This design comes from an exercise in tuning for small area on the open sky130 flow, not from production work.
Function was checked by simulation only, so behaviour that the tests miss may differ from the original.
Power is estimated from default activity; no workload was simulated.

**design/flow/flow/run.sh**
```bash
#!/bin/bash
# Layout flow: the standard ORFS flow (standard.sh) with
# - synthesis as standard.sh runs it, but with an area-oriented ABC script
#   (flow/abc_area.script) in place of ORFS's delay-oriented one; registers
#   are mapped exactly as in the standard synthesis;
# - small port buffers (buf_1);
# - a clock tree of small clock buffers in small clusters, without dummy loads.
# Each tool's output goes to a log file in this folder.
set -euo pipefail
here=$(pwd)
rm -rf scripts_area
cp -r "$FLOW_HOME/scripts" scripts_area
cp flow/abc_area.script scripts_area/abc_speed.script
bash standard.sh synth "SCRIPTS_DIR=$here/scripts_area" > synth.log 2>&1
bash standard.sh finish \
  "BUFFER_PORTS_ARGS=-buffer_cell sky130_fd_sc_hd__buf_1" \
  "CTS_ARGS=-sink_clustering_enable -repair_clock_nets -dont_use_dummy_load -buf_list sky130_fd_sc_hd__clkbuf_4 -sink_clustering_size 8 -sink_clustering_max_diameter 50" \
  > finish.log 2>&1
```
**design/flow/flow/abc_area.script**
```
strash
dch -f
map -a
mfs2
strash
dch -f
map -a
mfs2
strash
dch -f
map -a
mfs2
strash
dch -f
map -a
topo
```
**design/flow/standard.sh**
```bash
#!/bin/bash
# synth_recipe.tcl (not shown) runs the flow's synth.tcl, then flattens the netlist and writes it again
# the make line also repeats each setting of config.mk as NAME=value (left out here)
make -C /OpenROAD-flow-scripts/flow DESIGN_CONFIG=/design/flow/config.mk WORK_HOME=/design/flow/orfs CLKGATE_MAP_FILE= SYNTH_SCRIPT=/design/flow/synth_recipe.tcl "${@:-finish}"
```
**design/flow/config.mk**
```make
export PLATFORM = sky130hd
export DESIGN_NAME = p1load_sync
export DESIGN_NICKNAME = p1load_sync
export VERILOG_FILES = /design/flow/design.v
export SDC_FILE = /design/flow/constraint.sdc
export NUM_CORES = 4
export LEC_CHECK = 0
export CAP_MARGIN = 20
export CORE_MARGIN = 2
export CORE_UTILIZATION = 55
export SLEW_MARGIN = 20
```
**design/flow/constraint.sdc**
```tcl
create_clock -name core_clock -period 8.0 [get_ports {clk}]
set_input_delay 1.6000 -clock core_clock [delete_from_list [all_inputs] [get_ports {clk}]]
set_output_delay 1.6000 -clock core_clock [all_outputs]
set_load 0.01 [all_outputs]
```
**design/flow/design.v**
```verilog
module p1load_sync (
    input  wire        clk,
    input  wire        rst,
    input  wire        cmd_valid,
    output wire        cmd_ready,
    input  wire [71:0] cmd_data,
    output wire        rsp_valid,
    output wire [2:0]  rsp_status,
    output reg  [31:0] rsp_data,
    output wire        trst_req,
    input  wire        trst_ack,
    output wire        tx_valid,
    input  wire        tx_ready,
    output wire [7:0]  tx_data,
    output wire        tx_last,
    output wire        rx_req,
    output wire [3:0]  rx_max,
    output wire [31:0] rx_timeout,
    input  wire        rx_valid,
    input  wire [7:0]  rx_data,
    input  wire        rx_last,
    input  wire        rx_empty,
    output wire        prog_valid,
    output wire [2:0]  prog_phase,
    output wire [31:0] prog_offset,
    output wire [31:0] prog_total,
    output wire [12:0] img_addr,
    input  wire [31:0] img_data,
    input  wire [31:0] img_len
);
    localparam [2:0] S_OK = 3'd0, S_TIMEOUT = 3'd1, S_ERROR = 3'd2,
                     S_PRECOND = 3'd3, S_ILLEGAL = 3'd4;
    localparam [1:0] SESS_READY = 2'd0, SESS_LINKED = 2'd1,
                     SESS_DONE = 2'd2, SESS_FAILED = 2'd3;
    localparam [7:0] OP_INIT = 8'h01, OP_READ_REG = 8'h02, OP_LFSR_SEED = 8'h03,
                     OP_LFSR_STEP = 8'h04, OP_APPEND_BYTE = 8'h05,
                     OP_APPEND_WORD = 8'h06, OP_FLUSH = 8'h07,
                     OP_RECEIVE_BIT = 8'h08, OP_HANDSHAKE = 8'h09,
                     OP_WAIT_FOR_ACK = 8'h0A, OP_LOAD_IMAGE = 8'h0B,
                     OP_SHUTDOWN = 8'h0C;
    localparam [2:0] O_NONE = 3'd0, O_WA = 3'd1, O_RR = 3'd2, O_HS = 3'd3,
                     O_STEP = 3'd4, O_RB = 3'd5, O_LI = 3'd6, O_SD = 3'd7;
    localparam [4:0]
        T_IDLE = 5'b00000,
        T_RESP = 5'b00001,
        T_HST  = 5'b00010,   
        T_HSR  = 5'b00011,   
        T_LT   = 5'b00100,   
        T_WAR  = 5'b00101,   
        T_RXA  = 5'b00110,   
        T_RXQ  = 5'b00111,   
        T_FLC  = 5'b01000,   
        T_INIT = 5'b01100,   
        T_SEED = 5'b10111,   
        T_WAF  = 5'b01010,   
        T_HSF  = 5'b01011,   
        T_LF   = 5'b01001,   
        T_RB   = 5'b01101,   
        T_LCW  = 5'b01110,   
        T_LCP  = 5'b01111,   
        T_AB   = 5'b10000,   
        T_AW   = 5'b10001,   
        T_WAA  = 5'b10010,   
        T_HSB  = 5'b10011,   
        T_AS1  = 5'b10100,   
        T_AS2  = 5'b10101,
        T_AS3  = 5'b10110,
        T_WAW  = 5'b11000,   
        T_WKW  = 5'b11001,
        T_LKW  = 5'b11010,
        T_LIW  = 5'b11011,
        T_WAP  = 5'b11100,   
        T_WAK  = 5'b11101,   
        T_LKP  = 5'b11110,   
        T_LIP  = 5'b11111;   
    reg [7:0]  lfsr;
    reg [7:0]  version;
    reg [4:0]  txcur;
    reg [3:0]  rxcur;
    reg [3:0]  rxlen;
    reg [1:0]  hs;           
    reg [1:0]  sess;
    reg [2:0]  ls;           
    reg [7:0]  ring [0:15];
    reg [4:0]  tc;
    reg        fl;           
    reg        tv;
    reg [7:0]  th;
    reg [1:0]  win [0:7];
    reg [4:0]  st;
    reg [2:0]  op;
    reg [2:0]  ph;           
    reg [31:0] A;
    reg [13:0] sz;           
    reg [13:0] li;           
    reg [3:0]  aw_i;
    reg        k1;
    reg        bw, nz;
    reg        dbit;
    reg        pv;
    wire [7:0]  opc = cmd_data[7:0];
    wire [31:0] a0  = cmd_data[39:8];
    wire [31:0] a1  = cmd_data[71:40];
    wire [7:0] lfsr_next = {lfsr[6:0], lfsr[7] ^ lfsr[5] ^ lfsr[4] ^ lfsr[1]};
    wire z1 = (a1 == 32'd0);
    wire zh = (a0[31:8] == 24'd0);
    wire zm = (a0[7:2] == 6'd0);
    wire zl = (a0[1:0] == 2'd0);
    reg  mbz_bad;
    reg  allowed;
    always @(*) begin
        case (opc)
            OP_INIT, OP_LFSR_STEP, OP_FLUSH, OP_HANDSHAKE, OP_SHUTDOWN:
                mbz_bad = !(zh & zm & zl & z1);
            OP_READ_REG, OP_LFSR_SEED, OP_APPEND_BYTE:
                mbz_bad = !(zh & z1);
            OP_APPEND_WORD, OP_RECEIVE_BIT, OP_WAIT_FOR_ACK:
                mbz_bad = !z1;
            OP_LOAD_IMAGE:
                mbz_bad = !(zh & zm);
            default:
                mbz_bad = 1'b0;
        endcase
        case (opc)
            OP_INIT, OP_READ_REG:       allowed = 1'b1;
            OP_HANDSHAKE:               allowed = (sess == SESS_READY);
            OP_LOAD_IMAGE, OP_SHUTDOWN: allowed = (sess == SESS_LINKED);
            default:                    allowed = (sess != SESS_FAILED);
        endcase
    end
    wire illegal = (opc == 8'd0) || (opc > OP_SHUTDOWN) || mbz_bad ||
                   (opc == OP_READ_REG && a0[7:0] > 8'd8);
    wire load_bad = (a1[1:0] != 2'd0) || (a1[31:16] != 16'd0) ||
                    (a1[15] && a1[14:2] != 13'd0);
    wire len_hi   = (img_len[31:16] != 16'd0);
    wire full    = txcur[4];
    wire slot    = (tc[3:0] == txcur[3:0]);
    wire app_st  = (st[4:2] == 3'b100);
    wire fl_st   = (st[4:3] == 2'b01) && !st[2];
    wire fl_need = (fl_st && txcur != 5'd0) || (app_st && full);
    wire inj     = app_st && !fl && !full && slot;
    wire tx_go   = tv && tx_ready;
    wire cap     = fl && !tv && (tc[3:0] == 4'd0);
    wire last   = (aw_i == 4'd10);
    wire hs_pat = (li[8:0] != 9'd0) && !li[8] && (li[7:0] <= 8'd250);
    reg [7:0] ibyte;
    always @(*) begin
        case (st[1:0])
            2'd0:    ibyte = A[7:0];
            2'd1:    ibyte = {1'b1, last | A[2], last, 1'b1, A[1], 1'b0, 1'b1, A[0]};
            2'd3:    ibyte = hs_pat ? {7'h7F, lfsr[0]} : 8'hF9;
            default: ibyte = 8'hF9;
        endcase
    end
    integer k;
    always @(posedge clk) begin
        ring[0] <= inj ? ibyte : ring[15];
        for (k = 1; k < 16; k = k + 1)
            ring[k] <= ring[k-1];
    end
    always @(posedge clk) begin
        if (cap)
            th <= ring[15];
        if (rst) begin
            tv <= 1'b0;
            fl <= 1'b0;
        end else begin
            if (cap)
                tv <= 1'b1;
            else if (tx_ready)
                tv <= 1'b0;
            if (!fl)
                fl <= fl_need;
            else if (tx_go && tx_last)
                fl <= 1'b0;
        end
    end
    assign tx_valid = tv;
    assign tx_data  = th;
    assign tx_last  = (txcur[4:1] == 4'd0);    
    wire sh = st[4] && st[2];
    reg kbit;
    always @(*) begin
        case (ph)
            3'd4:    kbit = (tc == 5'd4) || (tc == 5'd7) || (tc == 5'd8);   
            3'd5:    kbit = (tc == 5'd3) || (tc == 5'd6) || (tc == 5'd7);   
            default: kbit = (tc == 5'd4) || (tc == 5'd6);                   
        endcase
    end
    reg sin;
    always @(*) begin
        case (st[1:0])
            2'd1:    sin = kbit;
            2'd2:    sin = (tc < 5'd14) ? szb : 1'b0;
            2'd3:    sin = img_data[tc];
            default: sin = A[0] ^ bw;
        endcase
    end
    wire accept = (st == T_IDLE) && cmd_valid;
    always @(posedge clk) begin
        if (accept)
            A <= {a0[31:2], a0[1] | (opc == OP_HANDSHAKE), a0[0]};   
        else if (sh)
            A <= {sin, A[31:1]};
    end
    wire rb_take = (st == T_RB) && (rxcur != rxlen);
    wire rx_beat = (st == T_RXQ) && rx_valid && !rx_empty;
    wire wsh     = rb_take || rx_beat || ((st == T_RXA) && !rxcur[3]);
    always @(posedge clk) begin
        if (wsh) begin
            for (k = 0; k < 7; k = k + 1)
                win[k] <= win[k+1];
            win[7] <= {rx_data[7:1] == 7'h7F, rx_data[0]};
        end
    end
    assign cmd_ready  = (st == T_IDLE);
    assign rsp_valid  = (st == T_RESP);
    assign rsp_status = (op == O_RR) ? S_OK : ls;
    wire   szb = sz[tc[3:0]];
    wire   lnb = img_len[tc[3:0] + 5'd2];
    assign trst_req   = (st == T_HST);
    assign rx_req     = (st == T_RXQ) || (st == T_WAR);
    assign rx_max     = (st == T_WAR) ? 4'd1 : 4'd8;
    assign rx_timeout = (st == T_WAR) ? 32'd25 :
                        (op == O_HS)  ? ((ph == 3'd1) ? 32'd100 : 32'd50) : A;
    assign prog_valid  = pv;
    assign prog_phase  = ph;
    assign prog_offset = {17'd0, li[12:0], 2'd0};
    assign prog_total  = {16'd0, sz, 2'd0};
    assign img_addr    = li[12:0];
    always @(*) begin
        rsp_data = 32'd0;
        if (op[2:1] == 2'b01) begin
            case (A[3:0])
                4'd0: rsp_data = {23'd0, hs[1], ~hs[1] & hs[0], ~hs[1] & hs[0], hs[0], ls, sess};
                4'd1: rsp_data = {24'd0, lfsr};
                4'd2: rsp_data = {24'd0, version};
                4'd3: rsp_data = {27'd0, txcur};
                4'd4: rsp_data = {28'd0, rxcur};
                4'd5: rsp_data = {28'd0, rxlen};
                4'd6: rsp_data = 32'd16;
                4'd7: rsp_data = 32'd8;
                default: rsp_data = 32'd32768;
            endcase
        end else if (op[2:1] == 2'b10) begin
            rsp_data = {31'd0, op[0] ? dbit : lfsr[0]};
        end
    end
    wire t31     = (tc == 5'd31);
    wire fl_end  = (txcur == 5'd0);             
    wire rb_hit  = rb_take && win[0][1];
    wire rb_tmo  = (st == T_RXQ) && rx_valid && rx_empty;
    wire rb_fin  = rb_hit || rb_tmo;
    wire rb_bit  = rb_hit && win[0][0];
    wire is_hs   = (op == O_HS);
    wire is_li   = (op == O_LI);
    wire hs_fin  = rb_fin && is_hs;
    wire hs_bad  = hs_fin && (rb_tmo || (ph[0] && rb_bit != lfsr[0]));
    wire hs_bit  = hs_fin && !hs_bad;
    wire hs_p1   = (st == T_HSR) && (ph == 3'd1) && li[7:3] == 5'h1F && li[1];   
    wire hs_done = (st == T_HSR) && (ph == 3'd2) && li[3];                      
    wire hsf_end = (st == T_HSF) && fl_end;
    wire wa_tmo  = (st == T_WAP) && t31 && !(nz | sin);
    wire wa_ans  = (st == T_WAR) && rx_valid && !rx_empty;
    wire wa_ok   = wa_ans && (rx_data == 8'hFE);
    wire wa_err  = wa_ans && !wa_ok;
    wire li_more = wa_ok && is_li && ((ph == 3'd4 && k1) || ph == 3'd5);
    wire li_done = wa_ok && is_li && !li_more;
    wire aw_end  = (st == T_AW) && inj && last;
    wire lt_end  = (st == T_LT) && (li == sz);
    wire tmo     = rb_tmo || wa_tmo;
    wire fail    = (rb_tmo && op == O_RB) || hs_bad || wa_tmo || wa_err;
    wire clr = rst || (st == T_INIT);
    always @(posedge clk) begin
        if (rst)
            tc <= 5'd0;
        else
            tc <= tc + {4'd0, !cap};
    end
    wire li_clr = accept || hsf_end || hs_p1 || hs_done || lt_end;
    wire li_inc = (aw_end && ph[2]) || ((st == T_HSB) && inj) || hs_bit;
    always @(posedge clk) begin
        if (li_clr)
            li <= 14'd0;
        else if (li_inc)
            li <= li + 14'd1;
    end
    wire ph_inc = (aw_end && is_li && !ph[2]) || hsf_end || hs_p1 || hs_done || li_more;
    always @(posedge clk) begin
        if (accept)
            ph <= {1'b0, opc == OP_LOAD_IMAGE, 1'b0};
        else if (li_done)
            ph <= 3'd7;
        else if (ph_inc)
            ph <= ph + 3'd1;
    end
    always @(posedge clk) begin
        if (rst)
            pv <= 1'b0;
        else
            pv <= ((st == T_HST) && trst_ack) || hsf_end || hs_p1 || hs_done ||
                  ((st == T_LT) && !lt_end && li[7:0] == 8'd0) || (wa_ok && is_li);
    end
    always @(posedge clk) begin
        if (clr)
            lfsr <= 8'h00;
        else if (st == T_SEED)
            lfsr <= A[7:0];
        else if ((st == T_HST) && trst_ack)
            lfsr <= 8'h50;
        else if (((st == T_RESP) && op == O_STEP) || ((st == T_HSB) && inj && hs_pat) ||
                 (hs_fin && ph[0] && !rb_tmo))
            lfsr <= lfsr_next;
    end
    always @(posedge clk) begin
        if (clr || (hs_fin && !ph[0] && rb_tmo))
            version <= 8'h00;
        else if (hs_fin && !ph[0])
            version <= {rb_bit, version[7:1]};
    end
    always @(posedge clk) begin
        if (clr)
            hs <= 2'd0;
        else if (hs_done)
            hs <= 2'd1;
        else if (hs_bad)
            hs <= {1'b1, rb_tmo};
    end
    always @(posedge clk) begin
        if (clr)
            sess <= SESS_READY;
        else if (fail)
            sess <= SESS_FAILED;
        else if (hs_done)
            sess <= SESS_LINKED;
        else if (li_done || ((st == T_FLC) && fl_end && op == O_SD))
            sess <= SESS_DONE;
    end
    always @(posedge clk) begin
        if (rst)
            ls <= S_OK;
        else if (accept) begin
            if (illegal)
                ls <= S_ILLEGAL;
            else if (!allowed || (opc == OP_LOAD_IMAGE && load_bad))
                ls <= S_PRECOND;
            else if (opc != OP_READ_REG)
                ls <= S_OK;
        end else if ((st == T_RESP) && op == O_RR)
            ls <= S_OK;
        else if (fail)
            ls <= tmo ? S_TIMEOUT : S_ERROR;
        else if ((st == T_LCP) && tc[3:0] == 4'd14 && nz && !len_hi)
            ls <= S_PRECOND;
    end
    always @(posedge clk) begin
        if (rb_fin && op == O_RB)
            dbit <= rb_bit;
        if (accept)
            bw <= 1'b0;
        else if (st == T_WAP)
            bw <= bw & ~A[0];
        else if ((st == T_WAR) && rx_valid && rx_empty)
            bw <= 1'b1;
        if (st == T_WAP)
            nz <= nz | sin;
        else if (st == T_LCP)    
            nz <= szb ? (!lnb || nz) : (!lnb && nz);
        else
            nz <= 1'b0;
        if (accept) begin
            sz <= a1[15:2];
            k1 <= a0[1];
        end
        if (accept || aw_end)
            aw_i <= 4'd0;
        else if (st == T_AS3)
            aw_i <= aw_i + 4'd1;
    end
    always @(posedge clk) begin
        if (clr) begin
            txcur <= 5'd0;
            rxcur <= 4'd0;
            rxlen <= 4'd0;
        end else begin
            if (tx_go)
                txcur <= txcur - 5'd1;
            else if (inj)
                txcur <= txcur + 5'd1;
            case (st)
                T_RB: begin
                    if (rxcur == rxlen) begin
                        rxcur <= 4'd0;
                        rxlen <= 4'd0;
                    end else begin
                        rxcur <= rxcur + 4'd1;
                    end
                end
                T_RXQ: begin
                    if (rx_beat) begin
                        rxcur <= rxcur + 4'd1;
                        rxlen <= rxlen + 4'd1;
                    end
                end
                T_RXA: rxcur <= rxcur[3] ? 4'd0 : rxcur + 4'd1;
                default: ;
            endcase
        end
    end
    always @(posedge clk) begin
        if (rst) begin
            st <= T_IDLE;
        end else if (fail || hs_done || li_done || (wa_ok && !is_li) || (rb_fin && op == O_RB)) begin
            st <= T_RESP;
        end else if (hs_bit || li_more) begin
            st <= hs_bit ? T_HSR : T_WKW;
        end else begin
            case (st)
                T_IDLE: begin
                    if (cmd_valid) begin
                        op <= O_NONE;
                        st <= T_RESP;
                        if (!illegal && allowed && !(opc == OP_LOAD_IMAGE && load_bad)) begin
                            case (opc)
                                OP_READ_REG:     op <= O_RR;
                                OP_INIT:         st <= T_INIT;
                                OP_LFSR_SEED:    st <= T_SEED;
                                OP_LFSR_STEP:    op <= O_STEP;
                                OP_APPEND_BYTE:  st <= T_AB;
                                OP_APPEND_WORD:  st <= T_AW;
                                OP_FLUSH:        st <= T_FLC;
                                OP_RECEIVE_BIT: begin
                                    op <= O_RB;
                                    st <= T_RB;
                                end
                                OP_HANDSHAKE: begin
                                    op <= O_HS;
                                    st <= T_HST;
                                end
                                OP_WAIT_FOR_ACK: begin
                                    op <= O_WA;
                                    st <= T_WAW;
                                end
                                OP_LOAD_IMAGE: begin
                                    op <= O_LI;
                                    st <= T_LCW;
                                end
                                OP_SHUTDOWN: begin
                                    op <= O_SD;
                                    st <= T_AW;
                                end
                                default: ;
                            endcase
                        end
                    end
                end
                T_RESP:  st <= T_IDLE;
                T_AB:    if (inj) st <= T_RESP;
                T_AW: begin
                    if (inj) begin
                        if (!last)
                            st <= T_AS1;
                        else if (op == O_SD)
                            st <= T_FLC;
                        else if (!is_li)
                            st <= T_RESP;
                        else if (ph == 3'd2)
                            st <= T_LKW;
                        else
                            st <= T_LT;
                    end
                end
                T_AS1:   st <= T_AS2;
                T_AS2:   st <= T_AS3;
                T_AS3:   st <= T_AW;
                T_FLC:   if (fl_end) st <= T_RESP;
                T_INIT:  st <= T_RESP;
                T_SEED:  st <= T_RESP;
                T_RB:    if (rxcur == rxlen) st <= T_RXQ;
                T_RXQ:   if (rx_beat && rx_last) st <= T_RXA;
                T_RXA:   if (rxcur[3]) st <= T_RB;
                T_WAW, T_WKW, T_LKW, T_LIW: if (t31) st <= {3'b111, st[1:0]};
                T_WAP:   if (t31) st <= T_WAA;
                T_WAK:   if (t31) st <= T_WAA;
                T_WAA:   if (inj) st <= T_WAF;
                T_WAF:   if (fl_end) st <= T_WAR;
                T_WAR:   if (rx_valid && rx_empty) st <= T_WAW;
                T_HST:   if (trst_ack) st <= T_HSB;
                T_HSB:   if (inj && li[8:2] == 7'h7F) st <= T_HSF;    
                T_HSF:   if (fl_end) st <= T_HSR;
                T_HSR:   if (!hs_p1) st <= T_RB;
                T_LKP, T_LIP: if (t31) st <= T_AW;
                T_LCW:   if (t31) st <= T_LCP;
                T_LCP: begin
                    if (tc[3:0] == 4'd14)
                        st <= (nz && !len_hi) ? T_RESP : T_AW;
                end
                T_LT:    st <= lt_end ? T_LF : T_LIW;
                T_LF:    if (fl_end) st <= T_WKW;
                default: st <= T_IDLE;
            endcase
        end
    end
endmodule
```
==> results of run 1 <==
## routing by layer
layer / GRT usage / vias to the layer above
met4: 0.1046 / 0
met5: 0 / -
met3: 0.05432 / 84
met1: 0.3947 / 5005
li1: - / 5326
met2: 0.4616 / 525
## worst max path at each step
stage                       startpoint                       to  slack [ns]  depth (start not counted)
floorplan                    cmd_valid           A[0]$_DFFE_PP_        0.94                          4
global placement    st[1]$_SDFFE_PP0P_       li[0]$_SDFFE_PP0P_        3.06                         13
detailed placement  st[1]$_SDFFE_PP0P_  version[7]$_SDFFE_PP0P_        3.07                         15
CTS                 st[0]$_SDFFE_PP0P_           rx_timeout[30]        2.82                         11
global route        st[1]$_SDFFE_PP0P_  version[7]$_SDFFE_PP0P_        2.46                         15
finish              st[0]$_SDFFE_PP0P_           rx_timeout[30]        2.77                         11
## area by class of cell
type	count	area [µm²]	area share
multi-input combinational	944	4711	0.3527
antenna	4	10.01	0.0007494
inverter	186	698.2	0.05227
timing repair buffer	261	1006	0.07532
sequential	275	6266	0.4691
tap	280	350.3	0.02623
clock buffer	42	315.3	0.02361
## power by group through the flow
stage	Clock (W)	Sequential [W]	Combinational (W)
floorplan	0	0.00200	0.000662
global placement	0	0.00205	0.000989
detailed placement	0	0.00206	0.000995
CTS	0.000703	0.00203	0.00100
global route	0.000750	0.00207	0.00113
finish	0.000679	0.00203	0.00101
## logic make-up after synthesis
family / share of synthesized area
flops: 0.5185
fa+ha+maj: 0.02340
xor+xnor: 0.007972
other cells: 0.0003103
buf+inv: 0.1118
simple gates: 0.1877
compound gates: 0.1503
## cell usage after synthesis, types with 2 or more instances
library cell	number
nor2_1	224
dfxtp_1	199
nand2_1	198
clkinv_1	186
o21ai_0	104
buf_4	87
a21oi_1	84
edfxtp_1	76
nand3_1	38
nor3_1	34
nor4_1	26
a211oi_1	23
o22ai_1	23
ha_1	21
a31oi_1	19
nand4_1	15
a22oi_1	14
a221oi_1	8
a2111oi_0	6
xor2_1	6
xnor2_1	5
o211ai_1	4
or2_2	4
or4_2	4
a311oi_1	3
o2111ai_1	3
o21a_1	2
o221ai_1	2
o311ai_0	2
o32ai_1	2
## stage by stage
stage | worst slack (ns) | power [W] | hold WS (ns) | cell area, µm² | std cells
final | 2.772 | 0.003715 | 0.3011 | 13360 | 1992
after floorplan | 0.9401 | 0.002665 | 0.3096 | 12310 | 1492
after global placement | 3.057 | 0.003035 | 0.3096 | 13030 | 1946
after detailed placement | 3.067 | 0.003053 | 0.3121 | 13030 | 1946
after global routing | 2.462 | 0.003945 | 0.3338 | 13350 | 1991
after CTS | 2.819 | 0.003733 | 0.3175 | 13350 | 1988
## worst max-delay path: cells and delay by family, from the launching register on
kind          cells  cell delay (ns)
buf+inv           6             1.45
simple gates      5             1.05
flops             1             0.48
## registers in the layout (all words and copies together), names as in the netlist, 3 cells and up
register	cells
ph	3
version	8
rxcur	4
sz	14
tc	5
A	32
li	14
th	8
txcur	5
ls	3
aw_i	4
lfsr	8
st	5
rxlen	4
win	16
ring	128
op	3
==> impl_results.md, run 1 <==
- Setup bufs post-CTS: 0
- Met3 routed WL: between 2000 and 3000 µm
- Util after Layout: 0.6158
- Die Y: 152.2 µm
- Net Sw Frac: 0.3567
- Crit Path Max Fanout: 21
- Slew @ Worst Pin: between 0.9 and 1 ns
- Reg2reg start: st[1]$_SDFFE_PP0P_
- Static Leak: around 4.9 nW
- Max-slew headroom: 0.3850
- Hold/Removal Path Class: register to register
- Setup_tns: 0 ns
- Cts hold-fix bufs: 0
- Sw power: roughly 0.0013 W
- Final hold viol count: 0
- # fillers: around 2000
- DR DRC count: 0
- Yosys reg bits: 275
- R2R Setup Slk: ~3 ns
- Maximum VDD drop: 0.1963 mV
- Largest net degree at the start of global routing: between 70 and 80
- Num CTS Buffers: 42
- Worst Setup End Kind: primary output
- Netlist cell types: 40
- Status: complete, no violations
- Final min period: roughly 5.2 ns
- Layout Nets: between 1500 and 2000
- Reg-to-Reg End: version[1]$_SDFFE_PP0P_
- Period utilization: 0.6535
- Die footprint: between 20000 and 25000 µm²
- Fraction of registers with async set/reset: 0
- Unrepaired setup endpoints after global routing: no
- DP HPWL: ~27000 µm
- Post-synth top area share: 0.3296
- Clock Path Buffers: 3
- Worst Hold Depth: 0
- Grt total ovfl: 0
- Worst EP arrival: around 3.6 ns
- Post-synth EDFFs: 76
- Hold EP: ring[13][5]$_DFF_P_
- Max incr delay on CP: slightly above 0.5 ns
- CTS H-tree depth: 2
- Fin Clk Skew: approximately 0.058 ns
- # rows: 54
- Seq/Total Area, Yosys: 0.5185
- Fmax achieved: between 150 and 200 MHz
- Area growth from synthesis to layout: 10.52%
- Initial antenna violation count: 3
- Comb pwr share: 0.271
- Worst Setup Start Kind: register
- Clk root buf: clkbuf_4
- Clock power frac: 0.183
- Met1 WL: approximately 15000 µm
- Post_cts resized: 0
- Clock Latency Late Sink: around 0.66 ns
- Global-route wire length before repair: approximately 54000 µm
- Setup violators final: 0
- Starting Density: 0.5572
- Main synth FF type: dfxtp_1
- Via-per-instance ratio: around 5.5
- # IOs: between 300 and 400
- Total global-route track usage: 0.2888
- Cells after Synth: approximately 1400
- Synth Cell Area: roughly 12000 µm²
- Die width: around 150 µm
- Yosys warning total: 3
- Cell taking the most area after synthesis: dfxtp_1
- Pre-antenna DRT Iters: 5
- CTS tree: done
- Pint: 0.002390 W
- Highest routed layer: met4
- Post-detailed-route wirelength per cell: about 17 µm
- Setup CP Type: register to primary output
- WP data required: roughly 6.4 ns
- Met2 wire len: 15530 µm
- Most frequent cells in the layout: buf_1 (254), nor2_1 (223), dfxtp_1 (199)
- Final slew viol count: 0
- # port buffers: roughly 250
- Layout cells sized above 1: 0.03689
- Total core area: roughly 22000 µm²
- Via count of the first global-routing pass: around 10000
- Mapped Avg Cell Area: ~8.4 µm²
- Crit-path slowest cell: nand2_1
- Most common cell after layout, fill and taps aside: buf_1
- Clk sink count: roughly 280
- Sequential power share: 0.546
- Crit path cell chain: clkinv_1 > nor2_1 > clkinv_1 > nor2_1 > clkinv_1 > nor2_1 > buf_4 > clkinv_1 > nand2_1 > nor2_1 > buf_1
- Post-route ant nets: 0
- DRT Wirelength: ~34000 µm
- Via count: roughly 11000
- Depth of the most critical reg-to-reg path: 15
- Hold_sp: ring[12][5]$_DFF_P_
- P per Cell Area: between 200 and 300 nW/µm²
- Synth top area cells: dfxtp_1 (33%), edfxtp_1 (19%), nor2_1 (7.0%)
- Reg clk slew, reported paths: about 0.08 ns
- Maxcap violations: 0
- Final GP Congestion: around 1.0
- DR iter-0 viols: around 760
==> run 2, diff against run 1 <==
--- a/design/flow/design.v
+++ b/design/flow/design.v
@@ -96,7 +96,6 @@
     reg [3:0]  aw_i;
     reg        k1;
     reg        bw, nz;
-    reg        dbit;
     reg        pv;
     wire [7:0]  opc = cmd_data[7:0];
     wire [31:0] a0  = cmd_data[39:8];
@@ -197,9 +196,10 @@
         endcase
     end
     wire accept = (st == T_IDLE) && cmd_valid;
+    wire hs_op  = (opc == OP_HANDSHAKE);
     always @(posedge clk) begin
         if (accept)
-            A <= {a0[31:2], a0[1] | (opc == OP_HANDSHAKE), a0[0]};   
+            A <= {a0[31:7], a0[6] | hs_op, a0[5], a0[4] | hs_op, a0[3:2], a0[1] | hs_op, a0[0]};
         else if (sh)
             A <= {sin, A[31:1]};
     end
@@ -243,7 +243,7 @@
                 default: rsp_data = 32'd32768;
             endcase
         end else if (op[2:1] == 2'b10) begin
-            rsp_data = {31'd0, op[0] ? dbit : lfsr[0]};
+            rsp_data = {31'd0, op[0] ? nz : lfsr[0]};
         end
     end
     wire t31     = (tc == 5'd31);
@@ -304,10 +304,8 @@
     always @(posedge clk) begin
         if (clr)
             lfsr <= 8'h00;
-        else if (st == T_SEED)
-            lfsr <= A[7:0];
-        else if ((st == T_HST) && trst_ack)
-            lfsr <= 8'h50;
+        else if ((st == T_SEED) || ((st == T_HST) && trst_ack))
+            lfsr <= {A[7:2], A[1] && (st == T_SEED), A[0]};
         else if (((st == T_RESP) && op == O_STEP) || ((st == T_HSB) && inj && hs_pat) ||
                  (hs_fin && ph[0] && !rb_tmo))
             lfsr <= lfsr_next;
@@ -354,8 +352,6 @@
             ls <= S_PRECOND;
     end
     always @(posedge clk) begin
-        if (rb_fin && op == O_RB)
-            dbit <= rb_bit;
         if (accept)
             bw <= 1'b0;
         else if (st == T_WAP)
@@ -366,6 +362,8 @@
             nz <= nz | sin;
         else if (st == T_LCP)    
             nz <= szb ? (!lnb || nz) : (!lnb && nz);
+        else if (rb_fin)         
+            nz <= rb_bit;
         else
             nz <= 1'b0;
         if (accept) begin
==> run 2 against run 1 <==
Against the previous run: flip-flop and latch count fell by 1; maximum frequency fell by 1.9%; area after synthesis fell by 0.11%; sequential share of layout area fell by 0.22 points; largest cell class unchanged; clock skew rose by 0.030 ns; still clean; count of clock-buffer cells in the layout rose by 1.
==> impl_results.md, run 2 <==
- Status: complete, no violations
- DR DRC count: 0 (unchanged)
- Pre-antenna DRT Iters: 7 (+2)
- Final hold viol count: 0 (unchanged)
- Total core area: 21690 µm² (unchanged)
- CP Buf/Inv Count: 6 (unchanged)
- Period utilization: 0.6662 (+0.01261)
- Final slew viol count: 0 (unchanged)
- Worst Hold Depth: 0 (unchanged)
- Worst Hold Slack: 0.3007 ns (-0.0004430 ns)
- Yosys warning total: 3 (unchanged)
- Num CTS Buffers: 43 (+2.4%)
- Most common cell after layout, fill and taps aside: buf_1
- Post-synth EDFFs: 75 (-1.3%)
- Via count: 10822 (-1.1%)
- Largest family of logic cells by synthesized area: simple AND/OR/NAND/NOR gates
- Hold/Removal Path Class: register to register
- Max reg flops: 128 (unchanged)
- Setup violators final: 0 (unchanged)
- Netlist cell types: 42 (+5.0%)
- Maximum VDD drop: 0.1450 mV (-26%)
- Initial antenna violation count: 2 (-1)
- Worst Setup End Kind: register
- Final GP Congestion: 1.064 (+6.7%)
- Post-Synth Adder-Cell Area: 0.02425 (+0.0008559)
- Clock Path Buffers: 3 (unchanged)
- Count leader, synth: nor2_1
- Via count of the first global-routing pass: 10132 (+1.1%)
- Hold_sp: ring[0][0]$_DFF_P_
- Crit path depth: 15 (+4)
- Clk root buf: clkbuf_4
- CTS H-tree depth: 2 (unchanged)
- Depth of the most critical reg-to-reg path: 15 (unchanged)
- Clock Latency Late Sink: 0.66 ns (about the same)
- Cell mode on critical path: nor2_1
- Static Leak: 4.762 nW (-2.8%)
- Grt total ovfl: 0 (unchanged)
- CTS tree: done
- Placed cell area: 13010 µm² (-0.13%)
- Slew @ Worst Pin: 0.8889 ns (-0.03096 ns)
- Fin Clk Skew: 0.08865 ns (+0.03043 ns)
- # rows: 54 (unchanged)
- Layout Nets: 1887 (+0.16%)
- Maxcap violations: 0 (unchanged)
- Xor/xnor share of the synthesized area: 0.009432 (+0.001460)
- Final min period: 5.329 ns (+0.1009 ns)
- Crit path launch: st[1]$_SDFFE_PP0P_
- Post_cts resized: 0 (unchanged)
- Global-route wire length before repair: 53680 µm (+0.27%)
- Setup bufs post-CTS: 0 (unchanged)
- Synth top area cells: dfxtp_1 (33%), edfxtp_1 (19%), nor2_1 (7.1%)
- Clk sink count: 274 (-0.36%)
- DR iter-0 viols: 827 (+8.2%)
- Crit-path slowest cell: o21ai_0
- Compound-Gate Fraction of Synth Area: 0.1579 (+0.007530)
- Via-per-instance ratio: 5.433 (-1.1%)
- Die Y: 152.2 µm (about the same)
- Starting Density: 0.5566 (-0.0006346)
- WP data required: 8.49 ns (+2.09 ns)
- Worst Setup Start Kind: register
- Synth Cell Area: 12070 µm² (-0.11%)
- Die footprint: 23150 µm² (-0.11%)
- Largest net degree at the start of global routing: 79 (+11%)
- Cell taking the most area after synthesis: dfxtp_1
- Yosys reg bits: 274 (-0.36%)
- Crit Path Max Fanout: 10 (-52%)
- Max-slew headroom: 0.4011 (+0.01610)
- DP HPWL: 27000 µm (+1.5%)
- Layout cells sized above 1: 0.03974 (+0.002858)
- Reg2reg start: st[1]$_SDFFE_PP0P_
- Design area: 13350 µm² (about the same)
- Setup CP Type: register to register
- Seq/Total Area, Yosys: 0.5166 (-0.001896)
- Post-synthesis simple-gate area fraction: 0.1753 (-0.01243)
- Proportion of synthesized area in mux cells: 0 (unchanged)
- Worst EP arrival: 5.82 ns (+2.19 ns)
- # IOs: 318 (unchanged)
- Unrepaired setup endpoints after global routing: no
- Synth cell count leaders: nor2_1 (228), clkinv_1 (200), dfxtp_1 (199), nand2_1 (160), o21ai_0 (120)
- # port buffers: 254 (unchanged)
- Setup_tns: 0 ns (unchanged)
- Mapped Avg Cell Area: 8.424 µm² (-0.18%)
- Max incr delay on CP: 0.81 ns (+0.30 ns)
- Post-detailed-route wirelength per cell: 17.39 µm (+0.88%)
- Post-route ant nets: 0 (unchanged)
- Most frequent cells in the layout: buf_1 (254), nor2_1 (226), clkinv_1 (200)
- Largest regs: ring (128), A (32), win (16)
- Die width: 152.2 µm (about the same)
- Register bank with the most flops: ring
- CP delay by family, top: simple AND/OR/NAND/NOR gates
- Fraction of registers with async set/reset: 0 (unchanged)
- Cts hold-fix bufs: 0 (unchanged)
- Total global-route track usage: 0.2922 (+0.003403)
- Cells after Synth: 1433 (+0.070%)
- P per Cell Area: 292.0 nW/µm² (+5.0%)
- Main synth FF type: dfxtp_1
- Post-synth top area share: 0.3300 (+0.0003758)
- Crit path cell chain: clkinv_1 > nor2_1 > clkinv_1 > nor2_1 > clkinv_1 > nor2_1 > clkinv_1 > nor2_1 > nor2_1 > nor2_1 > clkinv_1 > nor2_1 > clkinv_1 > o21ai_0 > a211oi_1
- Fmax achieved: 187.6 MHz (-1.9%)
- # fillers: 2023 (+1.5%)
- DRT Wirelength: 34650 µm (+0.88%)
- Area growth from synthesis to layout: 10.62% (about the same)
- Reg clk slew, reported paths: 0.09 ns (about the same)
## run 2: cell types whose count changed in the layout (fill, tap and decap cells not counted), moves of 6 or more
| cell | delta |
|---|---|
| clkinv_1 | +14 |
| o21ai_0 | +16 |
| a22oi_1 | -6 |
| nand2_1 | -38 |
| o22ai_1 | -8 |
| nand3_1 | -8 |
| a21oi_1 | +32 |
## run 2: final timing paths
kind	slack (ns)	endpoint
hold / removal	0.30	ring[1][0]$_DFF_P_
setup reg to reg	2.67	version[4]$_SDFFE_PP0P_
setup / recovery	2.67	version[4]$_SDFFE_PP0P_
hold reg to reg	0.30	ring[1][0]$_DFF_P_
## run 2: kinds of logic after synthesis
family                     after synthesis
AOI/OAI and AO/OA                      332
other                                    1
adders and majority gates               23
DFF                                    274
buffers and inverters                  287
and+or+nand+nor                        503
xor gates and xnor gates                13
## run 2: cell type report
type / instances / area (µm²) / share of cell area
clock buffers: 43 / 322.8 / 0.02417
multi-input cells: 932 / 4671 / 0.3498
inverters: 200 / 750.7 / 0.05622
flip-flops and latches: 274 / 6236 / 0.4670
well taps: 280 / 350.3 / 0.02623
repair buffers: 262 / 1021 / 0.07645
diodes: 1 / 2.502 / 0.0001874
## run 2: metal layers
metal | wire length, µm | vias up | part of all wire | track usage
met4 | 1324 | 0 | 0.038 | 0.1184
met5 | 0 | - | 0 | 0
met1 | 14370 | 4969 | 0.41 | 0.3757
li1 | - | 5295 | - | -
met3 | 2876 | 83 | 0.083 | 0.06712
met2 | 16080 | 475 | 0.46 | 0.4794
## run 2: stage by stage
stage / worst slack, ns / std cells / total power [W] / util
floorplan: 0.9653 / 1493 / 0.002772 / -
global placement: 2.934 / 1947 / 0.003207 / 0.6000
detailed placement: 2.854 / 1947 / 0.003223 / 0.6000
CTS: 2.275 / 1990 / 0.003914 / 0.6149
global route: 2.335 / 1992 / 0.004145 / 0.6157
finish: 2.671 / 1992 / 0.003899 / 0.6157
## run 2: power breakdown
group,leakage (nW),total [W],switching (W),internal (W)
Sequential,2.32,0.00205,0.000195,0.00185
Combinational,2.24,0.00117,0.000827,0.000342
Clock,0.198,0.000684,0.000437,0.000247
Total,4.76,0.00390,0.00146,0.00244
==> run 3, diff against run 2 <==
--- a/design/flow/flow/run.sh
+++ b/design/flow/flow/run.sh
@@ -4,7 +4,8 @@
 #   (flow/abc_area.script) in place of ORFS's delay-oriented one; registers
 #   are mapped exactly as in the standard synthesis;
 # - small port buffers (buf_1);
-# - a clock tree of small clock buffers in small clusters, without dummy loads.
+# - a clock tree of small clock buffers in small clusters, without dummy loads;
+# - one tie cell for all constant outputs (no tie fanout repair).
 # Each tool's output goes to a log file in this folder.
 set -euo pipefail
 here=$(pwd)
@@ -14,5 +15,6 @@
 bash standard.sh synth "SCRIPTS_DIR=$here/scripts_area" > synth.log 2>&1
 bash standard.sh finish \
   "BUFFER_PORTS_ARGS=-buffer_cell sky130_fd_sc_hd__buf_1" \
+  "SKIP_REPAIR_TIE_FANOUT=1" \
   "CTS_ARGS=-sink_clustering_enable -repair_clock_nets -dont_use_dummy_load -buf_list sky130_fd_sc_hd__clkbuf_4 -sink_clustering_size 8 -sink_clustering_max_diameter 50" \
   > finish.log 2>&1
==> run 3 against run 2 <==
Against the previous run: critical path type unchanged; critical endpoint is now version[5]$_SDFFE_PP0P_; area after synthesis unchanged; highest routed layer unchanged; largest cell class unchanged; worst setup slack improved by 0.014 ns; flip-flop and latch count unchanged.
==> impl_results.md, run 3 <==
- Status: complete, no violations
- GR Util met3: 0.05489 (-0.01223)
- Pint: 0.002429 W (-0.48%)
- CP delay by family, top: simple AND/OR/NAND/NOR gates
- Clk sink count: 274 (unchanged)
- Synth top area cells: dfxtp_1 (33%), edfxtp_1 (19%), nor2_1 (7.1%)
- Die width: 152.2 µm (unchanged)
- Max incr delay on CP: 0.79 ns (-0.02 ns)
- Depth of the most critical reg-to-reg path: 15 (unchanged)
- GR Util met1: 0.3833 (+0.007585)
- Fraction of registers with async set/reset: 0 (unchanged)
- Via count: 10728 (-0.87%)
- GR peak layer: met2
- Crit path depth: 15 (unchanged)
- Crit path cell chain: clkinv_1 > nor2_1 > clkinv_1 > nor2_1 > clkinv_1 > nor2_1 > clkinv_1 > nor2_1 > nor2_1 > nor2_1 > clkinv_1 > nor2_1 > clkinv_1 > o21ai_0 > a211oi_1
- Cells after Synth: 1433 (unchanged)
- R2R Setup Slk: 2.68 ns (about the same)
- Yosys warning total: 3 (unchanged)
- Worst Setup End Kind: register
- Post-route ant nets: 0 (unchanged)
- Clock Latency Late Sink: 0.65 ns (about the same)
- Layout cells sized above 1: 0.04002 (+0.0002814)
- Maximum VDD drop: 0.1757 mV (+21%)
- Count leader, synth: nor2_1
- Worst Hold Slack: 0.3202 ns (+0.01953 ns)
- Worst Setup Start Kind: register
- DP HPWL: 28160 µm (+4.3%)
- Comb pwr share: 0.305 (+0.005)
- Synth cell count leaders: nor2_1 (228), clkinv_1 (200), dfxtp_1 (199), nand2_1 (160), o21ai_0 (120)
- DRT Wirelength: 35870 µm (+3.5%)
- Reg-to-Reg End: version[5]$_SDFFE_PP0P_
- DR DRC count: 0 (unchanged)
- Post-route insts no fill: 1931 (-3.1%)
- Final slew viol count: 0 (unchanged)
- Clk root buf: clkbuf_4
- Fin Clk Skew: 0.03922 ns (-0.04943 ns)
- WP data required: 8.46 ns (-0.03 ns)
- Max reg flops: 128 (unchanged)
- CTS tree: done
- Worst EP arrival: 5.78 ns (-0.04 ns)
- # fillers: 2049 (+1.3%)
- Layout Nets: 1825 (-3.3%)
- Setup_tns: 0 ns (unchanged)
- Crit-path slowest cell: o21ai_0
- Post-synth top area share: 0.3300 (unchanged)
- Netlist cell types: 42 (unchanged)
- Fmax achieved: 188.1 MHz (+0.25%)
- Final min period: 5.316 ns (-0.01357 ns)
- Setup WS pre-CTS: 2.816 ns (-0.03791 ns)
- Setup violators final: 0 (unchanged)
- Unrepaired setup endpoints after global routing: no
- Final hold viol count: 0 (unchanged)
- Setup CP Type: register to register
- Synth Cell Area: 12070 µm² (unchanged)
- CP Buf/Inv Count: 6 (unchanged)
- Worst Setup EP: version[5]$_SDFFE_PP0P_
- Register bank with the most flops: ring
- Total core area: 21690 µm² (unchanged)
- Net Sw Frac: 0.3765 (+0.002376)
- Clock Path Buffers: 3 (unchanged)
- Placed cell count: 1888 (-3.0%)
- Period utilization: 0.6645 (-0.001696)
- Seq/Total Area, Yosys: 0.5166 (unchanged)
- Slew @ Worst Pin: 0.8919 ns (+0.002966 ns)
- Total global-route track usage: 0.3056 (+0.01334)
- Cts hold-fix bufs: 0 (unchanged)
- Pre-antenna DRT Iters: 5 (-2)
- Reg clk slew, reported paths: 0.09 ns (about the same)
- # IOs: 318 (unchanged)
- Sequential power share: 0.524 (about the same)
- Maxcap violations: 0 (unchanged)
- Final GP Congestion: 1.016 (-4.5%)
- Num CTS Buffers: 41 (-4.7%)
- Die footprint: 23150 µm² (unchanged)
- Most frequent cells in the layout: buf_1 (254), nor2_1 (226), clkinv_1 (200)
- Main synth FF type: dfxtp_1
- Yosys reg bits: 274 (unchanged)
- Grt total ovfl: 0 (unchanged)
- Crit path launch: st[1]$_SDFFE_PP0P_
- M2 GR Usage: 0.5212 (+0.04183)
- Worst Hold Depth: 0 (unchanged)
- Initial antenna violation count: 2 (unchanged)
- Via-per-instance ratio: 5.556 (+2.3%)
- Worst Setup Slack, final: 2.684 ns (+0.01357 ns)
- Largest net degree at the start of global routing: 79 (unchanged)
- Post_cts resized: 0 (unchanged)
- Sw power: 0.001467 W (+0.54%)
- Setup bufs post-CTS: 0 (unchanged)
- Die Y: 152.2 µm (unchanged)
- Cell taking the most area after synthesis: dfxtp_1
- Via count of the first global-routing pass: 10167 (+0.35%)
- Reg2reg start: st[1]$_SDFFE_PP0P_
- # rows: 54 (unchanged)
- DR iter-0 viols: 870 (+5.2%)
- Crit Path Max Fanout: 10 (unchanged)
- Static Leak: 4.557 nW (-4.3%)
- Clock power frac: 0.170 (-0.005)
- Most common cell after layout, fill and taps aside: buf_1
- Starting Density: 0.5566 (unchanged)
- P per Cell Area: 297.2 nW/µm² (+1.8%)
- Post-synth EDFFs: 75 (unchanged)
- Global-route wire length before repair: 55810 µm (+4.0%)
- Max-slew headroom: 0.4008 (about the same)
- Power consumption: 0.003896 W (about the same)
- Area growth from synthesis to layout: 8.592%
- Mapped Avg Cell Area: 8.424 µm² (unchanged)
- Hold/Removal Path Class: register to register
- Largest regs: ring (128), A (32), win (16)
- CTS H-tree depth: 2 (unchanged)
- Cell mode on critical path: nor2_1
- Post-detailed-route wirelength per cell: 18.58 µm (+6.8%)
- # port buffers: 254 (unchanged)
-- run 3: cell count changes in the layout (fill, tap and decap cells not counted), sizes merged --
cell    delta
conb      -60
diode      +1
clkbuf     -2
-- run 3: worst reg2reg max path, stage by stage (launching register included) --
cell and delay (ns):
dfxtp_1 0.55, clkinv_1 0.18, nor2_1 0.41, clkinv_1 0.22, nor2_1 0.19, clkinv_1 0.13, nor2_1 0.37, clkinv_1 0.35
nor2_1 0.32, nor2_1 0.12, nor2_1 0.22, clkinv_1 0.16, nor2_1 0.63, clkinv_1 0.43, o21ai_0 0.79, a211oi_1 0.10
-- run 3: cell type report --
| cell class | instances | area [µm²] | area share |
|---|---|---|---|
| clock buffer | 41 | 307.8 | 0.02348 |
| inverter | 200 | 750.7 | 0.05727 |
| tap | 280 | 350.3 | 0.02673 |
| multi-input combinational | 872 | 4446 | 0.3391 |
| sequential | 274 | 6236 | 0.4757 |
| timing repair buffer | 262 | 1013 | 0.07731 |
| antenna | 2 | 5.005 | 0.0003818 |
-- run 3: layer usage --
metal	up-vias	wire length [µm]
li1	5230	-
met4	0	1513
met1	4951	14590
met2	461	17170
met3	86	2595
met5	-	0
-- run 3: power groups by stage --
stage | combinational [W] | clock, W | sequential, W
final | 0.00119 | 0.000663 | 0.00204
after global routing | 0.00133 | 0.000741 | 0.00208
after CTS | 0.00118 | 0.000686 | 0.00204
after detailed placement | 0.00117 | 0 | 0.00207
after global placement | 0.00116 | 0 | 0.00206
after floorplan | 0.000753 | 0 | 0.00202
-- run 3: worst min-delay path by stage --
| stage | from | endpoint | slack [ns] |
|---|---|---|---|
| floorplan | ring[9][0]$_DFF_P_ | ring[10][0]$_DFF_P_ | 0.31 |
| global placement | ring[8][5]$_DFF_P_ | ring[9][5]$_DFF_P_ | 0.31 |
| detailed placement | ring[10][7]$_DFF_P_ | ring[11][7]$_DFF_P_ | 0.31 |
| CTS | ring[1][0]$_DFF_P_ | ring[2][0]$_DFF_P_ | 0.32 |
| global route | ring[1][0]$_DFF_P_ | ring[2][0]$_DFF_P_ | 0.32 |
| finish | ring[1][0]$_DFF_P_ | ring[2][0]$_DFF_P_ | 0.32 |
-- run 3: logic make-up after synthesis --
logic type | after synthesis | synth area share
fa+ha+maj | 23 | 0.02425
compound gates | 332 | 0.1579
simple gates | 503 | 0.1753
buf+inv | 287 | 0.1163
xor+xnor | 13 | 0.009432
other cells | 1 | 0.0003106
flops | 274 | 0.5166
-- run 3: per-stage QoR --
| stage | util | cell area [µm²] |
|---|---|---|
| 6_report | 0.6044 | 13110 |
| 3_5_place_dp | 0.5900 | 12800 |
| 3_3_place_gp | 0.5900 | 12800 |
| 2_1_floorplan | - | 12070 |
| 4_1_cts | 0.6042 | 13100 |
| 5_1_grt | 0.6044 | 13110 |
==> run 4, diff against run 3 <==
--- a/design/flow/design.v
+++ b/design/flow/design.v
@@ -221,31 +221,39 @@
     assign trst_req   = (st == T_HST);
     assign rx_req     = (st == T_RXQ) || (st == T_WAR);
     assign rx_max     = (st == T_WAR) ? 4'd1 : 4'd8;
-    assign rx_timeout = (st == T_WAR) ? 32'd25 :
-                        (op == O_HS)  ? ((ph == 3'd1) ? 32'd100 : 32'd50) : A;
+    wire   war = (st == T_WAR);
+    wire   tho = (op == O_HS) && !war;
+    wire   t1h = tho && ph[0];     
+    assign rx_timeout = ({32{!(war || (op == O_HS))}} & A) |
+                        {25'd0, t1h, tho, (tho && !t1h) || war, war, t1h, tho && !t1h, war};
     assign prog_valid  = pv;
     assign prog_phase  = ph;
     assign prog_offset = {17'd0, li[12:0], 2'd0};
     assign prog_total  = {16'd0, sz, 2'd0};
     assign img_addr    = li[12:0];
-    always @(*) begin
-        rsp_data = 32'd0;
-        if (op[2:1] == 2'b01) begin
-            case (A[3:0])
-                4'd0: rsp_data = {23'd0, hs[1], ~hs[1] & hs[0], ~hs[1] & hs[0], hs[0], ls, sess};
-                4'd1: rsp_data = {24'd0, lfsr};
-                4'd2: rsp_data = {24'd0, version};
-                4'd3: rsp_data = {27'd0, txcur};
-                4'd4: rsp_data = {28'd0, rxcur};
-                4'd5: rsp_data = {28'd0, rxlen};
-                4'd6: rsp_data = 32'd16;
-                4'd7: rsp_data = 32'd8;
-                default: rsp_data = 32'd32768;
-            endcase
-        end else if (op[2:1] == 2'b10) begin
-            rsp_data = {31'd0, op[0] ? nz : lfsr[0]};
-        end
-    end
+    wire       rr_m = (op[2:1] == 2'b01);
+    wire [8:0] rs;
+    assign rs[0] = rr_m && A[3:0] == 4'd0;
+    assign rs[1] = rr_m && A[2:0] == 3'd1;
+    assign rs[2] = rr_m && A[2:0] == 3'd2;
+    assign rs[3] = rr_m && A[2:0] == 3'd3;
+    assign rs[4] = rr_m && A[2:0] == 3'd4;
+    assign rs[5] = rr_m && A[2:0] == 3'd5;
+    assign rs[6] = rr_m && A[2:0] == 3'd6;
+    assign rs[7] = rr_m && A[2:0] == 3'd7;
+    assign rs[8] = rr_m && A[3];
+    wire       rb1  = (op[2:1] == 2'b10) && (op[0] ? nz : lfsr[0]);    
+    wire       h7   = ~hs[1] & hs[0];
+    wire [8:0] rv = ({9{rs[0]}} & {hs[1], h7, h7, hs[0], ls, sess}) |
+                    ({9{rs[1]}} & {1'b0, lfsr}) |
+                    ({9{rs[2]}} & {1'b0, version}) |
+                    ({9{rs[3]}} & {4'd0, txcur}) |
+                    ({9{rs[4]}} & {5'd0, rxcur}) |
+                    ({9{rs[5]}} & {5'd0, rxlen}) |
+                    ({9{rs[6]}} & 9'd16) |
+                    ({9{rs[7]}} & 9'd8) |
+                    {8'd0, rb1};
+    always @(*) rsp_data = {16'd0, rs[8], 6'd0, rv};
     wire t31     = (tc == 5'd31);
     wire fl_end  = (txcur == 5'd0);             
     wire rb_hit  = rb_take && win[0][1];
==> run 4 against run 3 <==
Against the previous run: total power decreased by 5.0%; critical path depth shrank 4; routed wire length shrank 7.3%; global-route usage is 1.6 points lower; sequential power decreased by 2%; register-to-register slack gained 0.42 ns; critical path type is now register to primary output; largest power group unchanged.
==> impl_results.md, run 4 <==
- Worst Hold Slack: 0.3123 ns (-0.007896 ns)
- Crit path launch: op[1]$_SDFFCE_PN0P_
- Max-slew headroom: 0.3819 (-0.01897)
- Via-per-instance ratio: 5.513 (-0.78%)
- Pint: 0.002367 W (-2.5%)
- Cts hold-fix bufs: 0 (unchanged)
- Post-detailed-route wirelength per cell: 17.77 µm (-4.3%)
- Largest regs: ring (128), A (32), win (16)
- Synth Cell Area: 11830 µm² (-2.0%)
- Reg clk slew, reported paths: 0.09 ns (about the same)
- Cell taking the most area after synthesis: dfxtp_1
- Total core area: 21090 µm² (-2.8%)
- Clock power frac: 0.182 (+0.012)
- Layout Nets: 1770 (-3.0%)
- Most frequent cells in the layout: buf_1 (254), dfxtp_1 (199), nor2_1 (197)
- Via count: 10314 (-3.9%)
- Post-route ant nets: 0 (unchanged)
- Fmax achieved: 193.3 MHz (+2.7%)
- DR DRC count: 0 (unchanged)
- Seq/Total Area, Yosys: 0.5270 (+0.01043)
- Global-route wire length before repair: 50550 µm (-9.4%)
- Cells after Synth: 1376 (-4.0%)
- Setup violators final: 0 (unchanged)
- Die width: 150.7 µm (-0.97%)
- Total global-route track usage: 0.2900 (-0.01555)
- Num CTS Buffers: 41 (unchanged)
- Area growth from synthesis to layout: 8.840%
- P per Cell Area: 287.5 nW/µm² (-3.3%)
- Grt total ovfl: 0 (unchanged)
- Most common cell after layout, fill and taps aside: buf_1
- # port buffers: 254 (unchanged)
- Net Sw Frac: 0.3607 (-0.01580)
- Sw power: 0.001336 W (-8.9%)
- DP HPWL: 25710 µm (-8.7%)
- Final GP Congestion: 1.003 (-1.2%)
- R2R Setup Slk: 3.10 ns (+0.42 ns)
- Setup CP Type: register to primary output
- Slew @ Worst Pin: 0.9175 ns (+0.02563 ns)
- Mapped Avg Cell Area: 8.599 µm² (+2.1%)
- Worst Setup Start Kind: register
- Hold_sp: ring[7][1]$_DFF_P_
- Period utilization: 0.6468 (-0.01768)
- Yosys reg bits: 274 (unchanged)
- Post_cts resized: 0 (unchanged)
- Main synth FF type: dfxtp_1
- WP data required: 6.40 ns (-2.06 ns)
- DR iter-0 viols: 846 (-2.8%)
- Pre-antenna DRT Iters: 6 (+1)
- Post-synth EDFFs: 75 (unchanged)
- Synth top area cells: dfxtp_1 (34%), edfxtp_1 (19%), nor2_1 (6.3%)
- Final min period: 5.174 ns (-0.1414 ns)
- Static Leak: 4.429 nW (-2.8%)
- Sequential power share: 0.540 (+0.016)
- Starting Density: 0.5611 (+0.004519)
- Fraction of registers with async set/reset: 0 (unchanged)
- Max reg flops: 128 (unchanged)
- Setup WS pre-CTS: 3.277 ns (+0.4608 ns)
- Clock Latency Late Sink: 0.67 ns (+0.02 ns)
- Unrepaired setup endpoints after global routing: no
- Worst Setup EP: rsp_data[3]
- Netlist cell types: 45 (+7.1%)
- Reg-to-Reg End: version[5]$_SDFFE_PP0P_
- Setup_tns: 0 ns (unchanged)
- Clock Path Buffers: 3 (unchanged)
- Hold/Removal Path Class: register to register
- Setup bufs post-CTS: 0 (unchanged)
- Initial antenna violation count: 2 (unchanged)
- Final hold viol count: 0 (unchanged)
- Clk sink count: 274 (unchanged)
- Depth of the most critical reg-to-reg path: 15 (unchanged)
- Placed cell area: 12570 µm² (-1.8%)
- Worst Setup End Kind: primary output
- Via count of the first global-routing pass: 9431 (-7.2%)
- Maxcap violations: 0 (unchanged)
- Die footprint: 22700 µm² (-1.9%)
- Crit Path Max Fanout: 6 (-4)
- Worst Setup Slack, final: 2.826 ns (+0.1415 ns)
- Yosys warning total: 3 (unchanged)
- # IOs: 318 (unchanged)
- Worst EP arrival: 3.57 ns (-2.21 ns)
- Design area: 12880 µm² (-1.8%)
- Comb pwr share: 0.278 (-0.027)
- Layout cells sized above 1: 0.04015 (+0.0001263)
- DRT Wirelength: 33260 µm (-7.3%)
- CTS tree: done
- CTS H-tree depth: 2 (unchanged)
- Die Y: 150.7 µm (-0.97%)
- # rows: 53 (-1.9%)
- Status: complete, no violations
- Largest net degree at the start of global routing: 86 (+8.9%)
- Count leader, synth: dfxtp_1
- Fin Clk Skew: 0.03600 ns (-0.003220 ns)
- Maximum VDD drop: 0.1375 mV (-22%)
- Register bank with the most flops: ring
- Clk root buf: clkbuf_4
- Power consumption: 0.003703 W (-5.0%)
- Reg2reg start: st[1]$_SDFFE_PP0P_
- Post-synth top area share: 0.3367 (+0.006665)
- Final slew viol count: 0 (unchanged)
- Synth cell count leaders: dfxtp_1 (199), nor2_1 (198), clkinv_1 (194), nand2_1 (161), o21ai_0 (123)
run 4: per-layer routing:
| metal | track usage | vias to the layer above | part of all wire |
|---|---|---|---|
| met5 | 0 | - | 0 |
| met4 | 0.1220 | 0 | 0.041 |
| met3 | 0.05939 | 95 | 0.083 |
| met2 | 0.4641 | 445 | 0.46 |
| met1 | 0.3835 | 4715 | 0.42 |
| li1 | - | 5059 | - |
run 4: worst max-delay path, cell delays in order (launching register included):
cell and delay [ns]:
edfxtp_1 0.41, clkinv_1 0.07, nor2_1 0.23, clkinv_1 0.26, nor2_1 0.19, clkinv_1 0.10
nor4_1 0.69, clkinv_1 0.33, o21ai_0 0.23, a221oi_1 0.07, o221ai_1 0.14, buf_1 0.19
run 4: how the worst min path moves through the flow:
stage                                     end  slack, ns  cells after the start
final                      ring[8][1]$_DFF_P_       0.31                      0
after global routing       ring[3][1]$_DFF_P_       0.30                      0
after CTS                  ring[8][1]$_DFF_P_       0.31                      0
after detailed placement   ring[5][2]$_DFF_P_       0.31                      0
after global placement    ring[10][7]$_DFF_P_       0.31                      0
after floorplan           ring[10][0]$_DFF_P_       0.31                      0
run 4: through the flow:
step	instances	util
floorplan	1376	-
global placement	1828	0.5956
detailed placement	1828	0.5959
CTS	1869	0.6105
global route	1871	0.6107
finish	1871	0.6107
run 4: area by class of cell:
type | instances | area, µm²
diodes | 2 | 5.005
flip-flops and latches | 274 | 6236
multi-input cells | 820 | 4222
fillers | 2003 | 8209
clock buffers | 41 | 307.8
repair buffers | 265 | 1036
inverters | 194 | 728.2
well taps | 275 | 344.1
run 4: logic make-up after synthesis:
kind of cell | after synthesis | synth area share
AO/OA/AOI/OAI | 325 | 0.1607
XOR/XNOR | 9 | 0.006661
adder cells (fa/ha/maj) | 22 | 0.02390
buffers and inverters | 282 | 0.1174
flip-flops | 274 | 0.5270
other | 1 | 0.0003169
AND/OR/NAND/NOR | 463 | 0.1640
run 4: power by group through the flow:
stage	Clock [W]	Combinational [W]	Sequential, W
after CTS	0.000698	0.00102	0.00200
after global routing	0.000752	0.00114	0.00204
final	0.000674	0.00103	0.00200
after global placement	0	0.00101	0.00202
after detailed placement	0	0.00102	0.00203
after floorplan	0	0.000651	0.00198
==> run 5, diff against run 4 <==
--- a/design/flow/flow/run.sh
+++ b/design/flow/flow/run.sh
@@ -1,7 +1,8 @@
 #!/bin/bash
 # Layout flow: the standard ORFS flow (standard.sh) with
 # - synthesis as standard.sh runs it, but with an area-oriented ABC script
-#   (flow/abc_area.script) in place of ORFS's delay-oriented one; registers
+#   (flow/abc_area.script: deep AIG resynthesis, then repeated area mapping)
+#   in place of ORFS's delay-oriented one; registers
 #   are mapped exactly as in the standard synthesis;
 # - small port buffers (buf_1);
 # - a clock tree of small clock buffers in small clusters, without dummy loads;
==> design/flow/flow/abc_area.script (replaced) <==
strash
&get -n
&deepsyn -J 100 -T 300
&put
dch -f
map -a
mfs2
strash
dch -f
map -a
mfs2
strash
dch -f
map -a
topo
==> run 5 against run 4 <==
Against the previous run: routed wire length increased by 1.7%; non-clock buffer count down 7; maximum frequency decreased by 8.7%; total power shrank 2.9%; die area decreased by 1.9%; final area is 2.3% lower; sequential power shrank 3%.
==> impl_results.md, run 5 <==
- Clock Latency Late Sink: 0.64 ns (-0.03 ns)
- Fin Clk Skew: 0.04479 ns (+0.008784 ns)
- Period utilization: 0.7085 (+0.06174)
- Total global-route track usage: 0.3022 (+0.01217)
- DRT Wirelength: 33820 µm (+1.7%)
- # rows: 53 (unchanged)
- Max incr delay on CP: 0.67 ns (-0.02 ns)
- Crit-path slowest cell: nor2_1
- CTS tree: done
- Grt total ovfl: 0 (unchanged)
- Proportion of synthesized area in mux cells: 0 (unchanged)
- WP data required: 6.40 ns (about the same)
- Via count: 9993 (-3.1%)
- Die width: 149.2 µm (-0.97%)
- Area growth from synthesis to layout: 8.533%
- Netlist cell types: 34 (-24%)
- Mapped Avg Cell Area: 8.793 µm² (+2.3%)
- Final hold viol count: 0 (unchanged)
- Cells after Synth: 1319 (-4.1%)
- Pre-antenna DRT Iters: 5 (-1)
- # fillers: 1945 (-2.9%)
- Largest net degree at the start of global routing: 71 (-17%)
- Setup CP Type: register to primary output
- Crit path cell chain: clkinv_1 > nor2_1 > clkinv_1 > nor2_1 > nor2_1 > clkinv_1 > o22ai_1 > buf_1
- Yosys warning total: 3 (unchanged)
- Post_cts resized: 0 (unchanged)
- Clock power frac: 0.188 (+0.006)
- Worst Setup End Kind: primary output
- Fraction of registers with async set/reset: 0 (unchanged)
- Via count of the first global-routing pass: 9373 (-0.61%)
- Clk sink count: 274 (unchanged)
- Sw power: 0.001294 W (-3.1%)
- Synth cell count leaders: nor2_1 (210), dfxtp_1 (199), clkinv_1 (197), nand2_1 (116), a21oi_1 (93)
- Final slew viol count: 0 (unchanged)
- Worst Hold Slack: 0.3054 ns (-0.006961 ns)
- Post-synthesis simple-gate area fraction: 0.1634 (-0.0005751)
- Num CTS Buffers: 42 (+2.4%)
- Post-Synth Adder-Cell Area: 0.02438 (+0.0004821)
- Status: complete, no violations
- Fmax achieved: 176.4 MHz (-8.7%)
- Power consumption: 0.003595 W (-2.9%)
- Sequential power share: 0.541 (about the same)
- # IOs: 318 (unchanged)
- Xor/xnor share of the synthesized area: 0.01057 (+0.003910)
- Die footprint: 22270 µm² (-1.9%)
- Unrepaired setup endpoints after global routing: no
- Largest family of logic cells by synthesized area: simple AND/OR/NAND/NOR gates
- Layout Nets: 1707 (-3.6%)
- Die Y: 149.2 µm (-0.97%)
- # port buffers: 254 (unchanged)
- Via-per-instance ratio: 5.527 (+0.26%)
- Post-synth top area share: 0.3435 (+0.006792)
- Cts hold-fix bufs: 0 (unchanged)
- Post-synth EDFFs: 75 (unchanged)
- P per Cell Area: 285.6 nW/µm² (-0.67%)
- Max reg flops: 128 (unchanged)
- Most frequent cells in the layout: buf_1 (254), nor2_1 (210), dfxtp_1 (199)
- Layout cells sized above 1: 0.03396 (-0.006186)
- CP Buf/Inv Count: 4 (-1)
- Synth top area cells: dfxtp_1 (34%), edfxtp_1 (19%), nor2_1 (6.8%)
- Hold/Removal Path Class: register to register
- Worst Setup Start Kind: register
- Reg clk slew, reported paths: 0.08 ns (about the same)
- Post-detailed-route wirelength per cell: 18.70 µm (+5.2%)
- Setup bufs post-CTS: 0 (unchanged)
- Clk root buf: clkbuf_4
- Net Sw Frac: 0.3599 (-0.0008343)
- Crit Path Max Fanout: 28 (+22)
- Synth Cell Area: 11600 µm² (-2.0%)
- DR DRC count: 0 (unchanged)
- Final GP Congestion: 0.9846 (-1.9%)
- Maximum VDD drop: 0.3139 mV (+130%)
- Compound-Gate Fraction of Synth Area: 0.1429 (-0.01779)
- Main synth FF type: dfxtp_1
- DP HPWL: 26420 µm (+2.7%)
- Seq/Total Area, Yosys: 0.5376 (+0.01063)
- Register bank with the most flops: ring
- Final min period: 5.668 ns (+0.4939 ns)
- Most common cell after layout, fill and taps aside: buf_1
- Maxcap violations: 0 (unchanged)
- Largest regs: ring (128), A (32), win (16)
- Cell taking the most area after synthesis: dfxtp_1
- Worst EP arrival: 4.07 ns (+0.50 ns)
- Static Leak: 4.388 nW (-0.94%)
- Pint: 0.002301 W (-2.8%)
- Post-route ant nets: 0 (unchanged)
- Setup violators final: 0 (unchanged)
- CTS H-tree depth: 2 (unchanged)
- Total core area: 20890 µm² (-0.94%)
- Count leader, synth: nor2_1
- Max-slew headroom: 0.3459 (-0.03597)
- Clock Path Buffers: 3 (unchanged)
- Yosys reg bits: 274 (unchanged)
- Starting Density: 0.5553 (-0.005857)
- Slew @ Worst Pin: 0.9751 ns (+0.05762 ns)
- Comb pwr share: 0.272 (-0.006)
- DR iter-0 viols: 879 (+3.9%)
- Setup_tns: 0 ns (unchanged)
- CP delay by family, top: simple AND/OR/NAND/NOR gates
- Global-route wire length before repair: 51390 µm (+1.7%)
- Initial antenna violation count: 2 (unchanged)
run 5: final timing paths:
check	to	slack (ns)	cells after the start	startpoint
worst max-delay path	rx_timeout[1]	2.33	8	st[0]$_SDFFE_PP0P_
worst min-delay path	ring[1][2]$_DFF_P_	0.31	0	ring[0][2]$_DFF_P_
worst max register to register	li[13]$_SDFFE_PP0P_	3.49	17	st[0]$_SDFFE_PP0P_
worst min register to register	ring[1][2]$_DFF_P_	0.31	0	ring[0][2]$_DFF_P_
run 5: through the flow:
step	cells	setup slack [ns]	instance area [µm²]	util
after floorplan	1319	3.585	11600	-
after global placement	1764	3.178	12270	0.5873
after detailed placement	1764	3.125	12270	0.5873
after CTS	1806	2.476	12580	0.6024
after global routing	1808	2.062	12590	0.6026
final	1808	2.332	12590	0.6026
run 5: power groups by stage:
stage / combinational (W) / clock, W / sequential, W
after floorplan: 0.000644 / 0 / 0.00191
after global placement: 0.000962 / 0 / 0.00196
final: 0.000976 / 0.000675 / 0.00194
after global routing: 0.00110 / 0.000752 / 0.00197
after CTS: 0.000970 / 0.000699 / 0.00194
after detailed placement: 0.000966 / 0 / 0.00197
run 5: final cells by class:
cell class,instances,area [µm²],area share
antenna,2,5.005,0.0003976
clock buffer,42,315.3,0.02505
inverter,197,739.5,0.05874
multi-input combinational,760,3965,0.3150
sequential,274,6236,0.4954
tap,275,344.1,0.02733
timing repair buffer,258,983.4,0.07812
run 5: kinds of logic after synthesis:
logic type               after synthesis
buffers and inverters                285
adder cells (fa/ha/maj)               22
other                                  1
AND/OR/NAND/NOR                      446
AO/OA/AOI/OAI                        277
flip-flops                           274
XOR/XNOR                              14
run 5: per-layer routing:
metal  GRT usage  wire length, µm  up-vias  share of wire
met5           0                0        -              0
met4      0.1005              914        0          0.027
met3     0.05810             2582       67          0.076
met2      0.4850            15690      441           0.46
met1      0.4129            14630     4635           0.43
li1            -                -     4850              -

==> afterwards: timing with drivers on the ports <==
In the flow no input, the clock included, has a driving cell. The finished layouts below were timed again as built, in two steps. Step 1 assumes that a clkbuf_16 drives the clock port and a buf_2 every other input. Step 2 adds t to the input delays and takes it off the output delays; t is the mean of the earliest and latest rising clock arrival at the registers after step 1. Input paths then give back, and output paths get back, about the clock's delay inside the block. Slacks: ideal / step 1 / step 2; pairs: ideal / step 1.
run	t (ns)	setup WS [ns]	worst setup path after step 2	worst register clock-pin slew, ns	cell pins on the clock port's net
run 1	0.674	2.772 / 2.729 / 2.960	register to register	0.10 / 0.10	1
run 2	0.663	2.671 / 2.671 / 2.671	register to register	0.09 / 0.09	1
run 3	0.668	2.684 / 2.668 / 2.684	register to register	0.10 / 0.10	1
run 4	0.694	2.826 / 2.782 / 3.104	register to register	0.10 / 0.10	1
run 5	0.661	2.332 / 2.288 / 2.950	register to output	0.10 / 0.10	1
After both steps every run listed still meets setup and hold.
